Background: an optimization exercise with open tools, aiming at small area, a short achievable clock period and few clock cycles. Do not read the settings as production practice. Where RTL was checked, it was by simulation tests only, not by an equivalence proof against the original. Power is estimated from default activity; no workload was simulated.

## lz11_dec
module lz11_dec (
    input  wire        clk,
    input  wire        rst,         
    input  wire        start,       
    input  wire [23:0] ilen,        
    output wire        idle,
    output wire        done,        
    output wire [3:0]  err,         
    input  wire        in_valid,
    input  wire [7:0]  in_data,
    output reg         in_ready,
    output reg         out_valid,
    output reg  [7:0]  out_data,
    input  wire        out_ready,
    output reg         hist_re,
    output reg  [11:0] hist_raddr,
    input  wire [7:0]  hist_rdata,
    output reg         hist_we,
    output reg  [11:0] hist_waddr,
    output reg  [7:0]  hist_wdata
);
==> module lz11_dec, before the edit <==
module lz11_dec (
    input  wire        clk,
    input  wire        rst,         
    input  wire        start,       
    input  wire [23:0] ilen,        
    output wire        idle,
    output wire        done,        
    output wire [3:0]  err,         
    input  wire        in_valid,
    input  wire [7:0]  in_data,
    output reg         in_ready,
    output reg         out_valid,
    output reg  [7:0]  out_data,
    input  wire        out_ready,
    output reg         hist_re,
    output reg  [11:0] hist_raddr,
    input  wire [7:0]  hist_rdata,
    output reg         hist_we,
    output reg  [11:0] hist_waddr,
    output reg  [7:0]  hist_wdata
);
    localparam [4:0] S_IDLE = 5'd0,
                     S_H0   = 5'd1,    
                     S_H1   = 5'd2,
                     S_H2   = 5'd3,
                     S_H3   = 5'd4,
                     S_X0   = 5'd5,    
                     S_X1   = 5'd6,
                     S_X2   = 5'd7,
                     S_X3   = 5'd8,
                     S_MAIN = 5'd9,    
                     S_B23  = 5'd10,   
                     S_B24  = 5'd11,   
                     S_B34  = 5'd12,   
                     S_LAST = 5'd13,   
                     S_CHK  = 5'd14,   
                     S_COPY = 5'd15,   
                     S_DONE = 5'd16;
    reg [4:0]  state;
    reg [23:0] remain;       
    reg        rz;           
    reg [31:0] left;         
    reg [11:0] wp;           
    reg        wrapped;      
    reg [8:0]  flags;        
    reg [16:0] cnt;          
    reg [3:0]  dhi;          
    reg        f3, f4;       
    reg [11:0] rp;           
    reg        d1;           
    reg        bad;          
    reg        lastc;        
    reg [1:0]  ecode;        
    assign idle = (state == S_IDLE) || (state == S_DONE);
    assign done = (state == S_DONE);
    assign err  = {2'b00, ecode};
    wire fl_empty = (flags[7:0] == 8'd0);
    wire is_ref   = flags[8];
    wire left_hi0 = (left[31:2] == 30'd0);
    wire left_one = left_hi0 & ~left[1] & left[0];
    wire left_two = left_hi0 & left[1] & ~left[0];
    wire cnt_hi0  = (cnt[16:1] == 16'd0);
    wire cnt_zero = cnt_hi0 & ~cnt[0];
    wire cnt_one  = cnt_hi0 & cnt[0];
    wire lit      = (state == S_MAIN) && !fl_empty && !is_ref;
    wire copy     = (state == S_COPY);
    wire take     = in_valid && in_ready;
    wire emit     = out_valid && out_ready;
    wire [11:0] field = {dhi, in_data};
    wire [12:0] diff  = {1'b0, wp} + {1'b1, ~field};    
    always @(*) begin
        case (state)
            S_H0:                       in_ready = (remain[23:2] != 22'd0);
            S_H1, S_H2, S_H3:           in_ready = 1'b1;
            S_X0, S_X1, S_X2, S_X3,
            S_B23, S_B24, S_B34, S_LAST: in_ready = !rz;
            S_MAIN:                     in_ready = !rz && (fl_empty || is_ref || out_ready);
            default:                    in_ready = 1'b0;
        endcase
        out_valid  = copy || (lit && !rz && in_valid);
        out_data   = copy ? hist_rdata : in_data;
        hist_we    = emit;
        hist_waddr = wp;
        hist_wdata = out_data;
        hist_re    = (state == S_CHK) || (copy && out_ready && !lastc && !d1);
        hist_raddr = rp;
    end
    always @(posedge clk) begin
        if (rst) begin
            state <= S_IDLE;
        end else begin
            if (take) begin
                remain <= remain - 24'd1;
                rz     <= (remain == 24'd1);
            end
            if (emit) begin
                left    <= left - 32'd1;
                wp      <= wp + 12'd1;
                wrapped <= wrapped | (wp == 12'hfff);
            end
            if (hist_re)
                rp <= rp + 12'd1;
            case (state)
                S_IDLE: begin
                    if (start) begin
                        remain  <= ilen;
                        rz      <= (ilen == 24'd0);
                        left    <= 32'd0;
                        wp      <= 12'd0;
                        wrapped <= 1'b0;
                        flags   <= 9'h100;
                        state   <= S_H0;
                    end
                end
                S_H0: begin
                    if (remain[23:2] == 22'd0) begin
                        ecode <= 2'b11; state <= S_DONE;
                    end else if (in_valid) begin
                        if (in_data != 8'h11) begin
                            ecode <= 2'b10; state <= S_DONE;
                        end else
                            state <= S_H1;
                    end
                end
                S_H1: if (in_valid) begin left[7:0]   <= in_data; state <= S_H2; end
                S_H2: if (in_valid) begin left[15:8]  <= in_data; state <= S_H3; end
                S_H3: if (in_valid) begin
                    left[23:16] <= in_data;
                    state <= ({in_data, left[15:0]} == 24'd0) ? S_X0 : S_MAIN;
                end
                S_X0, S_X1, S_X2, S_X3: begin
                    if (rz) begin
                        ecode <= 2'b11; state <= S_DONE;
                    end else if (in_valid) begin
                        case (state)
                            S_X0: begin left[7:0]   <= in_data; state <= S_X1; end
                            S_X1: begin left[15:8]  <= in_data; state <= S_X2; end
                            S_X2: begin left[23:16] <= in_data; state <= S_X3; end
                            default: begin
                                left[31:24] <= in_data;
                                if ({in_data, left[23:0]} == 32'd0) begin
                                    ecode <= 2'b00; state <= S_DONE;
                                end else
                                    state <= S_MAIN;
                            end
                        endcase
                    end
                end
                S_MAIN: begin
                    if (rz) begin
                        ecode <= 2'b11; state <= S_DONE;
                    end else if (fl_empty) begin
                        if (in_valid) flags <= {in_data, 1'b1};
                    end else if (!is_ref) begin
                        if (in_valid && out_ready) begin
                            flags <= {flags[7:0], 1'b0};
                            if (left_one) begin
                                ecode <= 2'b00; state <= S_DONE;
                            end
                        end
                    end else if (in_valid) begin
                        flags <= {flags[7:0], 1'b0};
                        f3 <= (in_data[7:4] == 4'h0);
                        f4 <= (in_data[7:4] == 4'h1);
                        if (in_data[7:5] == 3'd0) begin
                            cnt   <= {9'd0, in_data[3:0], 4'd0};
                            state <= in_data[4] ? S_B24 : S_B23;
                        end else begin
                            cnt   <= {13'd0, in_data[7:4]};
                            dhi   <= in_data[3:0];
                            state <= S_LAST;
                        end
                    end
                end
                S_B23: if (rz) begin
                    ecode <= 2'b11; state <= S_DONE;
                end else if (in_valid) begin
                    cnt[3:0] <= in_data[7:4];
                    dhi      <= in_data[3:0];
                    state    <= S_LAST;
                end
                S_B24: if (rz) begin
                    ecode <= 2'b11; state <= S_DONE;
                end else if (in_valid) begin
                    cnt[11:0] <= {cnt[7:4], in_data};
                    state     <= S_B34;
                end
                S_B34: if (rz) begin
                    ecode <= 2'b11; state <= S_DONE;
                end else if (in_valid) begin
                    cnt[15:0] <= {cnt[11:0], in_data[7:4]};
                    dhi       <= in_data[3:0];
                    state     <= S_LAST;
                end
                S_LAST: if (rz) begin
                    ecode <= 2'b11; state <= S_DONE;
                end else if (in_valid) begin
                    cnt[16:4] <= cnt[16:4] + (f4 ? 13'h11 : f3 ? 13'h1 : 13'h0);
                    rp    <= diff[11:0];
                    bad   <= !wrapped && diff[12];
                    d1    <= (field == 12'd0);
                    state <= S_CHK;
                end
                S_CHK: begin
                    lastc <= cnt_zero || left_one;
                    if (bad) begin
                        ecode <= 2'b10; state <= S_DONE;
                    end else
                        state <= S_COPY;
                end
                S_COPY: begin
                    if (out_ready) begin
                        cnt   <= cnt - 17'd1;
                        lastc <= cnt_one || left_two;
                        if (lastc)
                            state <= left_one ? S_DONE : S_MAIN;
                        if (left_one)
                            ecode <= 2'b00;
                    end
                end
                S_DONE: state <= S_IDLE;
                default: state <= S_IDLE;
            endcase
        end
    end
endmodule
clock: 5.0 ns
lec_check: 0
cap_margin: 20
core_margin: 2
core_utilization: 40
place_density: 0.6
slew_margin: 20
run.sh (not shown) runs the stock make flow with config.mk's settings and CLKGATE_MAP_FILE= SYNTH_SCRIPT=/design/flow/synth_recipe.tcl, a recipe that flattens the netlist after the stock synthesis.
Rerun with:
--- a/flow/design.v
+++ b/flow/design.v
@@ -87,7 +87,5 @@
     end
     always @(posedge clk) begin
-        if (rst) begin
-            state <= S_IDLE;
-        end else begin
+        begin
             if (take) begin
                 remain <= remain - 24'd1;
@@ -223,4 +221,6 @@
             endcase
         end
+        if (rst)
+            state <= S_IDLE;
     end
 endmodule
Effect: The changed run produced a clean layout. Via count decreases by 0.87%. Area after synthesis decreases by 8.8%. Setup slack degrades by 0.0065 ns. Clock power hardly moves. Sequential power decreases by about 8%. Worst hold slack degrades by 0.11 ns. Routed wire length decreases by 7.8%. Maximum frequency stays flat. Final cell count decreases by 3.4%. Clock-buffer cell count increases by 2.
No functional check of the RTL was part of any run of this note.

---

## oak
The RTL this note starts from:
==> flow/design.v <==
module lz11_dec (
    input  wire        clk,
    input  wire        rst,         
    input  wire        start,       
    input  wire [23:0] ilen,        
    output wire        idle,
    output wire        done,        
    output wire [3:0]  err,         
    input  wire        in_valid,
    input  wire [7:0]  in_data,
    output wire        in_ready,
    output wire        out_valid,
    output wire [7:0]  out_data,
    input  wire        out_ready,
    output wire        hist_re,
    output wire [11:0] hist_raddr,
    input  wire [7:0]  hist_rdata,
    output wire        hist_we,
    output wire [11:0] hist_waddr,
    output wire [7:0]  hist_wdata
);
    reg s_idle;              
    reg s_h0;                
    reg s_h1, s_h2, s_h3;    
    reg s_x0, s_x1, s_x2, s_x3;    
    reg s_main;              
    reg s_b23;               
    reg s_b24;               
    reg s_b34;               
    reg s_last;              
    reg s_chk;               
    reg s_copy;              
    reg s_done;              
    reg [23:0] remain;       
    reg        rz;           
    reg        short;        
    reg [31:0] left;         
    reg [11:0] wp;           
    reg        wrapped;      
    reg [7:0]  flags;        
    reg        fle;          
    reg        fref;         
    reg [16:0] cnt;          
    reg [3:0]  dhi;          
    reg        f3, f4;       
    reg [11:0] rp;           
    reg        d1;           
    reg        bad;          
    reg        lastc;        
    reg [1:0]  ecode;        
    reg        o_lit;        
    reg        o_rdy;        
    reg        o_more;       
    assign idle       = s_idle | s_done;
    assign done       = s_done;
    assign err        = {2'b00, ecode};
    assign in_ready   = o_rdy | (o_lit & out_ready);
    assign out_valid  = s_copy | (o_lit & in_valid);
    assign out_data   = s_copy ? hist_rdata : in_data;
    assign hist_we    = out_valid & out_ready;
    assign hist_waddr = wp;
    assign hist_wdata = out_data;
    assign hist_re    = s_chk | (o_more & out_ready);
    assign hist_raddr = rp;
    wire iv   = in_valid;
    wire lhz  = (left[31:2] == 30'd0);
    wire l1   = lhz & (left[1:0] == 2'd1);
    wire l2   = lhz & (left[1:0] == 2'd2);
    wire take = iv & in_ready;
    wire emit = hist_we;
    wire lit   = !fle & !fref;
    wire tref  = !fle & fref;
    wire fetch = s_x0 | s_x1 | s_x2 | s_x3 | s_main | s_b23 | s_b24 | s_b34 | s_last;
    wire magic = (in_data == 8'h11);
    wire sz0   = ({in_data, left[15:0]} == 24'd0);
    wire xz0   = ({in_data, left[23:0]} == 32'd0);
    wire lit_x = s_main & !rz & lit & iv & out_ready;      
    wire ref_1 = s_main & !rz & tref & iv;                 
    wire flg_x = s_main & !rz & fle & iv;                  
    wire cp_x  = s_copy & out_ready;                       
    wire [11:0] field = {dhi, in_data};
    wire [12:0] diff  = {1'b0, wp} + {1'b1, ~field};    
    wire to_short = (s_h0 & short) | (fetch & rz);
    wire to_inv   = (s_h0 & !short & iv & !magic) | (s_chk & bad);
    wire n_done   = to_short | to_inv | (s_x3 & !rz & iv & xz0) |
                    (lit_x & l1) | (cp_x & lastc & l1);
    wire n_idle   = (s_idle & !start) | s_done;
    wire n_h0     = (s_idle & start) | (s_h0 & !short & !iv);
    wire n_h1     = (s_h0 & !short & iv & magic) | (s_h1 & !iv);
    wire n_h2     = (s_h1 & iv) | (s_h2 & !iv);
    wire n_h3     = (s_h2 & iv) | (s_h3 & !iv);
    wire n_x0     = (s_h3 & iv & sz0) | (s_x0 & !rz & !iv);
    wire n_x1     = (s_x0 & !rz & iv) | (s_x1 & !rz & !iv);
    wire n_x2     = (s_x1 & !rz & iv) | (s_x2 & !rz & !iv);
    wire n_x3     = (s_x2 & !rz & iv) | (s_x3 & !rz & !iv);
    wire n_main   = (s_h3 & iv & !sz0) | (s_x3 & !rz & iv & !xz0) |
                    (s_main & !rz & !(lit_x & l1) & !ref_1) |
                    (cp_x & lastc & !l1);
    wire n_b23    = (ref_1 & (in_data[7:4] == 4'h0)) | (s_b23 & !rz & !iv);
    wire n_b24    = (ref_1 & (in_data[7:4] == 4'h1)) | (s_b24 & !rz & !iv);
    wire n_b34    = (s_b24 & !rz & iv) | (s_b34 & !rz & !iv);
    wire n_last   = (ref_1 & (in_data[7:5] != 3'd0)) | (s_b23 & !rz & iv) |
                    (s_b34 & !rz & iv) | (s_last & !rz & !iv);
    wire n_chk    = s_last & !rz & iv;
    wire n_copy   = (s_chk & !bad) | (s_copy & !(out_ready & lastc));
    wire fl_load  = flg_x | ((s_chk | s_copy) & take);
    wire fl_shift = lit_x | ref_1;
    wire n_fle    = fl_load ? 1'b0 : fl_shift ? (flags[6:0] == 7'd0) : fle;
    wire n_fref   = fl_load ? in_data[7] : fl_shift ? flags[7] : fref;
    wire n_rz     = (s_idle & start) ? (ilen == 24'd0) :
                    take ? (remain == 24'd1) : rz;
    wire n_short  = (s_idle & start) ? (ilen[23:2] == 22'd0) : short;
    wire n_d1     = n_chk ? (field == 12'd0) : d1;
    wire cnt0     = (cnt == 17'd0);
    wire n_lastc  = s_chk ? ((cnt0 & !f3 & !f4) | l1) :
                    cp_x ? ((cnt == 17'd1) & !f3 & !f4) | l2 : lastc;
    always @(posedge clk) begin
        s_idle <= n_idle | rst;
        s_h0   <= n_h0   & !rst;
        s_h1   <= n_h1   & !rst;
        s_h2   <= n_h2   & !rst;
        s_h3   <= n_h3   & !rst;
        s_x0   <= n_x0   & !rst;
        s_x1   <= n_x1   & !rst;
        s_x2   <= n_x2   & !rst;
        s_x3   <= n_x3   & !rst;
        s_main <= n_main & !rst;
        s_b23  <= n_b23  & !rst;
        s_b24  <= n_b24  & !rst;
        s_b34  <= n_b34  & !rst;
        s_last <= n_last & !rst;
        s_chk  <= n_chk  & !rst;
        s_copy <= n_copy & !rst;
        s_done <= n_done & !rst;
        o_lit  <= n_main & !rst & !n_rz & !n_fle & !n_fref;
        o_rdy  <= !rst & ((n_h0 & !n_short) | n_h1 | n_h2 | n_h3 |
                  (!n_rz & (n_x0 | n_x1 | n_x2 | n_x3 | n_b23 | n_b24 | n_b34 | n_last |
                            (n_main & (n_fle | n_fref)) | ((n_chk | n_copy) & n_fle))));
        o_more <= n_copy & !n_lastc & !n_d1;
        if (!s_done)
            ecode <= {to_short | to_inv, to_short};
        rz    <= n_rz;
        fle   <= n_fle;
        fref  <= n_fref;
        d1    <= n_d1;
        lastc <= n_lastc;
        if (s_idle & start) begin
            remain  <= ilen;
            short   <= (ilen[23:2] == 22'd0);
            left    <= 32'd0;
            wp      <= 12'd0;
            wrapped <= 1'b0;
            fle     <= 1'b1;
        end else begin
            if (take)
                remain <= remain - 24'd1;
            if (emit) begin
                left    <= left - 32'd1;
                wp      <= wp + 12'd1;
                wrapped <= wrapped | (wp == 12'hfff);
            end
            if (iv) begin
                if (s_h1 | s_x0) left[7:0]   <= in_data;
                if (s_h2 | s_x1) left[15:8]  <= in_data;
                if (s_h3 | s_x2) left[23:16] <= in_data;
                if (s_x3)        left[31:24] <= in_data;
            end
        end
        if (fl_load)
            flags <= {in_data[6:0], 1'b1};
        else if (fl_shift)
            flags <= {flags[6:0], 1'b0};
        if (ref_1) begin
            f3 <= (in_data[7:4] == 4'h0);
            f4 <= (in_data[7:4] == 4'h1);
            if (in_data[7:5] == 3'd0)
                cnt <= {9'd0, in_data[3:0], 4'd0};
            else begin
                cnt <= {13'd0, in_data[7:4]};
                dhi <= in_data[3:0];
            end
        end
        if (s_b23 & iv) begin
            cnt[3:0] <= in_data[7:4];
            dhi      <= in_data[3:0];
        end
        if (s_b24 & iv)
            cnt[11:0] <= {cnt[7:4], in_data};
        if (s_b34 & iv) begin
            cnt[15:0] <= {cnt[11:0], in_data[7:4]};
            dhi       <= in_data[3:0];
        end
        if (s_last & iv) begin
            rp        <= diff[11:0];
            bad       <= !wrapped && diff[12];
        end else if (hist_re)
            rp <= rp + 12'd1;
        if (cp_x) begin
            if (cnt0) begin
                cnt <= {8'd0, f4, 8'h0f};
                f3  <= 1'b0;
                f4  <= 1'b0;
            end else
                cnt <= cnt - 17'd1;
        end
    end
endmodule
clock: 5.0 ns
lec_check: 0
cap_margin: 20
core_margin: 2
core_utilization: 60
place_density: 0.7
setup_slack_margin: 2.5
slew_margin: 20
### oak -> pine
--- a/flow/design.v
+++ b/flow/design.v
@@ -23,5 +23,7 @@
     reg s_h0;                
     reg s_h1, s_h2, s_h3;    
+    reg s_h4;                
     reg s_x0, s_x1, s_x2, s_x3;    
+    reg s_x4;                
     reg s_main;              
     reg s_b23;               
@@ -73,6 +75,5 @@
     wire fetch = s_x0 | s_x1 | s_x2 | s_x3 | s_main | s_b23 | s_b24 | s_b34 | s_last;
     wire magic = (in_data == 8'h11);
-    wire sz0   = ({in_data, left[15:0]} == 24'd0);
-    wire xz0   = ({in_data, left[23:0]} == 32'd0);
+    wire l0    = lhz & (left[1:0] == 2'd0);
     wire lit_x = s_main & !rz & lit & iv & out_ready;      
     wire ref_1 = s_main & !rz & tref & iv;                 
@@ -83,5 +84,5 @@
     wire to_short = (s_h0 & short) | (fetch & rz);
     wire to_inv   = (s_h0 & !short & iv & !magic) | (s_chk & bad);
-    wire n_done   = to_short | to_inv | (s_x3 & !rz & iv & xz0) |
+    wire n_done   = to_short | to_inv | (s_x4 & l0) |
                     (lit_x & l1) | (cp_x & lastc & l1);
     wire n_idle   = (s_idle & !start) | s_done;
@@ -90,9 +91,11 @@
     wire n_h2     = (s_h1 & iv) | (s_h2 & !iv);
     wire n_h3     = (s_h2 & iv) | (s_h3 & !iv);
-    wire n_x0     = (s_h3 & iv & sz0) | (s_x0 & !rz & !iv);
+    wire n_h4     = s_h3 & iv;
+    wire n_x0     = (s_h4 & (left[23:0] == 24'd0)) | (s_x0 & !rz & !iv);
     wire n_x1     = (s_x0 & !rz & iv) | (s_x1 & !rz & !iv);
     wire n_x2     = (s_x1 & !rz & iv) | (s_x2 & !rz & !iv);
     wire n_x3     = (s_x2 & !rz & iv) | (s_x3 & !rz & !iv);
-    wire n_main   = (s_h3 & iv & !sz0) | (s_x3 & !rz & iv & !xz0) |
+    wire n_x4     = s_x3 & !rz & iv;
+    wire n_main   = (s_h4 & (left[23:0] != 24'd0)) | (s_x4 & !l0) |
                     (s_main & !rz & !(lit_x & l1) & !ref_1) |
                     (cp_x & lastc & !l1);
@@ -121,8 +124,10 @@
         s_h2   <= n_h2   & !rst;
         s_h3   <= n_h3   & !rst;
+        s_h4   <= n_h4   & !rst;
         s_x0   <= n_x0   & !rst;
         s_x1   <= n_x1   & !rst;
         s_x2   <= n_x2   & !rst;
         s_x3   <= n_x3   & !rst;
+        s_x4   <= n_x4   & !rst;
         s_main <= n_main & !rst;
         s_b23  <= n_b23  & !rst;
[summary]
- pine reached the end of the flow, and the finished layout is clean on the timing, design-rule and antenna checks.
- Comparing oak with pine, the count of input and output buffers came out essentially unchanged.
- Any difference in multi-input gate share of the layout cell area between oak and pine is small enough to ignore.
- Going from oak to pine, post-detailed-route wirelength per cell went down about 2.4%, upper clock frequency limit went up by 7.8 MHz.
- Diff oak -> pine: detailed-route via count picked up an extra 29; sequential share of layout area rose 0.15 points; sink count of the clock tree picked up an extra 2.
- Looking at met2 usage, pine sits 0.65 points lower than oak does.
- The number of unique standard cell types used by synthesis of pine exceeds that of oak by 2.
- Gate count after technology mapping (pine over oak): increase, 9
- | final cell count without fillers | pine vs oak | ≈ equal |
- Of pine and oak, pine shows the lower area overhead of the layout relative to synthesis, with oak above it.
- Endpoint required time on the critical path, pine and oak: lower on pine
Testbench counts of pine, summed over its fixed seeds: cycles 274,869.
No functional check of the RTL was part of oak.

-- re-timing with driven ports --
Ports are ideal in the flow. The routed layouts listed here were re-timed in OpenROAD. Step 1 assumes that a clkbuf_16 drives the clock port and a buf_2 every other input. Step 2 adds t to the input delays and takes it off the output delays; t is the mean of the earliest and latest rising clock arrival at the registers after step 1. Input paths then give back, and output paths get back, about the clock's delay inside the block. a / b / c = ideal / step 1 / step 2; a / b = the first two.
| run | shift t [ns] | setup WS [ns] | pins driven straight from the clock port |
|---|---|---|---|
| the first run of note 1 | 0.477 | 0.666 / 0.618 / 0.796 | 1 |
| the second run of note 1 | 0.467 | 0.660 / 0.631 / 0.631 | 1 |
| oak | 0.467 | 2.306 / 2.287 / 1.837 | 1 |
| pine | 0.459 | 2.362 / 2.321 / 1.923 | 1 |
After both steps every run listed still meets setup and hold. The setup slack of oak, which loses most, moves by -0.019 ns with the drivers and by -0.469 ns with both steps.
